Context: an optimization exercise on an open-source flow, tuned for small area. The choices shown serve that exercise and are no tape-out recipe. Function was checked by simulation only, so behaviour that the tests miss may differ from the original. Power and IR drop assume default switching activity.

==> flow/design.v (excerpt) <==
module hmv3_engine (
    input  wire        clk,
    input  wire        rst,
    input  wire        in_valid,
    output wire        in_ready,
    input  wire [7:0]  in_op,
    input  wire [7:0]  in_a,
    input  wire [15:0] in_b,
    input  wire [15:0] in_c,
    input  wire        in_model,
    output wire        out_valid,
    input  wire        out_ready,
    output wire        out_last,
    output wire [3:0]  out_code,
    output wire [15:0] out_data
);
Settings: LEC_CHECK=0, CAP_MARGIN=20, CORE_MARGIN=2, CORE_UTILIZATION=60, GPL_TIMING_DRIVEN=0, PLACE_DENSITY=0.7, SETUP_SLACK_MARGIN=0.3, SLEW_MARGIN=20; clock period 8.0 ns.
standard.sh (not shown) runs the stock make flow with config.mk's settings and CLKGATE_MAP_FILE= SYNTH_SCRIPT=/design/flow/synth_recipe.tcl, a recipe that flattens the netlist after the stock synthesis.
==> flow/flow/run.sh <==
#!/bin/bash
# Standard synthesis, then an area re-mapping of its combinational logic
# (registers untouched), then the standard layout from that netlist, with
# the smallest buffer on each port and no dummy clock loads.
set -euo pipefail
HERE=$(pwd)
R=$HERE/orfs/results/$FLOW_PLATFORM/hmv3_engine/base
export BUFFER_PORTS_ARGS="-buffer_cell sky130_fd_sc_hd__buf_1"
export CTS_ARGS="-sink_clustering_enable -repair_clock_nets -sink_clustering_size 32 -sink_clustering_max_diameter 60 -buf_list sky130_fd_sc_hd__clkbuf_16 -dont_use_dummy_load"
bash standard.sh synth > std_synth.log 2>&1
cp $R/1_2_yosys.v $HERE/std_synth_netlist.v
IN=$HERE/std_synth_netlist.v OUT=$R/1_2_yosys.v TOP=$FLOW_TOP \
LIB=$FLOW_HOME/platforms/sky130hd/lib/sky130_fd_sc_hd__tt_025C_1v80.lib \
SCRIPT=$HERE/flow/area.abc yosys -c $HERE/flow/reopt.tcl > reopt.log 2>&1
rm -f $R/1_synth.odb $R/1_synth.sdc
bash standard.sh > std_layout.log 2>&1
==> flow/flow/area.abc <==
strash
balance -l; resub -K 6 -l; rewrite -l; resub -K 6 -N 2 -l; refactor -l; resub -K 8 -l; balance -l; resub -K 8 -N 2 -l; rewrite -l; resub -K 10 -l; rewrite -z -l; resub -K 10 -N 2 -l; balance -l; resub -K 12 -l; refactor -z -l; resub -K 12 -N 2 -l; rewrite -z -l; balance -l
balance -l; resub -K 6 -l; rewrite -l; resub -K 6 -N 2 -l; refactor -l; resub -K 8 -l; balance -l; resub -K 8 -N 2 -l; rewrite -l; resub -K 10 -l; rewrite -z -l; resub -K 10 -N 2 -l; balance -l; resub -K 12 -l; refactor -z -l; resub -K 12 -N 2 -l; rewrite -z -l; balance -l
dch -f
amap -F 20 -A 40
Other scripts of this flow, unchanged in this note and not shown: flow/flow/reopt.tcl
The first run completed with no timing, DRC or antenna violations.
==> next run, changes <==
--- a/flow/flow/run.sh
+++ b/flow/flow/run.sh
@@ -8,3 +8,3 @@
 export BUFFER_PORTS_ARGS="-buffer_cell sky130_fd_sc_hd__buf_1"
-export CTS_ARGS="-sink_clustering_enable -repair_clock_nets -sink_clustering_size 32 -sink_clustering_max_diameter 60 -buf_list sky130_fd_sc_hd__clkbuf_16 -dont_use_dummy_load"
+export CTS_ARGS="-sink_clustering_enable -repair_clock_nets -sink_clustering_size 28 -sink_clustering_max_diameter 56 -buf_list sky130_fd_sc_hd__clkbuf_16 -dont_use_dummy_load"
 bash standard.sh synth > std_synth.log 2>&1
Wire length climbs by 1.4%.
Total power went up by 2.0%.
Die area is unchanged.
Cell area increases by about 0.6%.
==> next run, changes <==
==> flow/flow/area.abc (replaced) <==
strash
&get -n
&deepsyn -T 120
&put
balance -l; resub -K 6 -l; rewrite -l; resub -K 6 -N 2 -l; refactor -l; resub -K 8 -l; balance -l; resub -K 8 -N 2 -l; rewrite -l; resub -K 10 -l; rewrite -z -l; resub -K 10 -N 2 -l; balance -l; resub -K 12 -l; refactor -z -l; resub -K 12 -N 2 -l; rewrite -z -l; balance -l
dch -f
amap -F 20 -A 40
The changed run ran to the end with no violations.
Clock skew shrinks by 0.034 ns.
Power shrinks by 1.1%.
Cell count shrinks by 2.0%.
Cell area shrinks by 1.2%.
Die area shrinks by 1.1%.
Count of clock-buffer cells in the layout shrinks by 1.
==> next run, changes <==
--- a/flow/flow/run.sh
+++ b/flow/flow/run.sh
@@ -8,3 +8,3 @@
 export BUFFER_PORTS_ARGS="-buffer_cell sky130_fd_sc_hd__buf_1"
-export CTS_ARGS="-sink_clustering_enable -repair_clock_nets -sink_clustering_size 28 -sink_clustering_max_diameter 56 -buf_list sky130_fd_sc_hd__clkbuf_16 -dont_use_dummy_load"
+export CTS_ARGS="-sink_clustering_enable -repair_clock_nets -sink_clustering_size 30 -sink_clustering_max_diameter 58 -buf_list sky130_fd_sc_hd__clkbuf_16 -dont_use_dummy_load"
 bash standard.sh synth > std_synth.log 2>&1
What happened: Cell count hardly moves; final area goes down by 0.39%; global-route usage goes down by 0.32 points; critical path depth goes up by 6; register-to-register slack is better by 0.10 ns; synthesized area stays the same; fmax goes up by 1.3%; non-clock buffer count stays the same.
==> next run, changes <==
--- a/flow/flow/run.sh
+++ b/flow/flow/run.sh
@@ -8,3 +8,3 @@
 export BUFFER_PORTS_ARGS="-buffer_cell sky130_fd_sc_hd__buf_1"
-export CTS_ARGS="-sink_clustering_enable -repair_clock_nets -sink_clustering_size 30 -sink_clustering_max_diameter 58 -buf_list sky130_fd_sc_hd__clkbuf_16 -dont_use_dummy_load"
+export CTS_ARGS='-sink_clustering_enable -repair_clock_nets -sink_clustering_size 32 -sink_clustering_max_diameter 60 -buf_list "sky130_fd_sc_hd__clkbuf_8 sky130_fd_sc_hd__clkbuf_16" -dont_use_dummy_load'
 bash standard.sh synth > std_synth.log 2>&1
- register-to-register slack degrades by 0.22 ns
- cell count shrinks by 0.44%
- total power is lower by 1.3%
==> next run, changes <==
--- a/flow/flow/run.sh
+++ b/flow/flow/run.sh
@@ -8,3 +8,3 @@
 export BUFFER_PORTS_ARGS="-buffer_cell sky130_fd_sc_hd__buf_1"
-export CTS_ARGS='-sink_clustering_enable -repair_clock_nets -sink_clustering_size 32 -sink_clustering_max_diameter 60 -buf_list "sky130_fd_sc_hd__clkbuf_8 sky130_fd_sc_hd__clkbuf_16" -dont_use_dummy_load'
+export CTS_ARGS="-sink_clustering_enable -repair_clock_nets -sink_clustering_size 30 -sink_clustering_max_diameter 62 -buf_list sky130_fd_sc_hd__clkbuf_16 -dont_use_dummy_load"
 bash standard.sh synth > std_synth.log 2>&1
Synthesized area is unchanged. Worst setup slack degrades by 0.053 ns. Worst hold slack degrades by 0.013 ns. Routed wire length is about the same. Sequential share of layout area barely changes. Non-clock buffer count does not change. Power barely changes. Die area stays the same. Final area barely changes. Maximum frequency decreases by 0.71%. Global-route usage decreases by 0.16 points.

port drivers added, routing unchanged:
Ports are ideal in the flow. The routed layouts listed here were re-timed in OpenROAD. Step 1 (the two cells are an assumption about what drives the block):
set clk [get_ports {clk}]
set_driving_cell -lib_cell sky130_fd_sc_hd__clkbuf_16 $clk
set_driving_cell -lib_cell sky130_fd_sc_hd__buf_2 [delete_from_list [all_inputs] $clk]
Step 2, shift: input delay + t, output delay - t, t = (earliest + latest rising clock arrival at the registers) / 2. This alone moves slack from input paths to output paths. a / b / c = no drivers / after step 1 / after step 2; a / b = the first two.
run	shift t [ns]	slack for setup (ns)	worst register clock-pin slew, ns	worst slew at a driven data input, ns
the first run	0.694	0.464 / 0.443 / 0.032	0.12 / 0.12	0.12
the second run	0.692	0.418 / 0.398 / 0.124	0.10 / 0.10	0.14
the third run	0.717	0.455 / 0.424 / 0.424	0.12 / 0.12	0.10
the fourth run	0.729	0.554 / 0.524 / 0.480	0.13 / 0.13	0.10
the fifth run	0.700	0.486 / 0.448 / 0.332	0.12 / 0.12	0.19
the sixth run	0.695	0.433 / 0.403 / 0.320	0.12 / 0.12	0.22
After both steps every run listed still meets setup and hold. For the first run, which loses most, drivers alone change the setup slack by -0.021 ns; drivers and shift together by -0.432 ns.
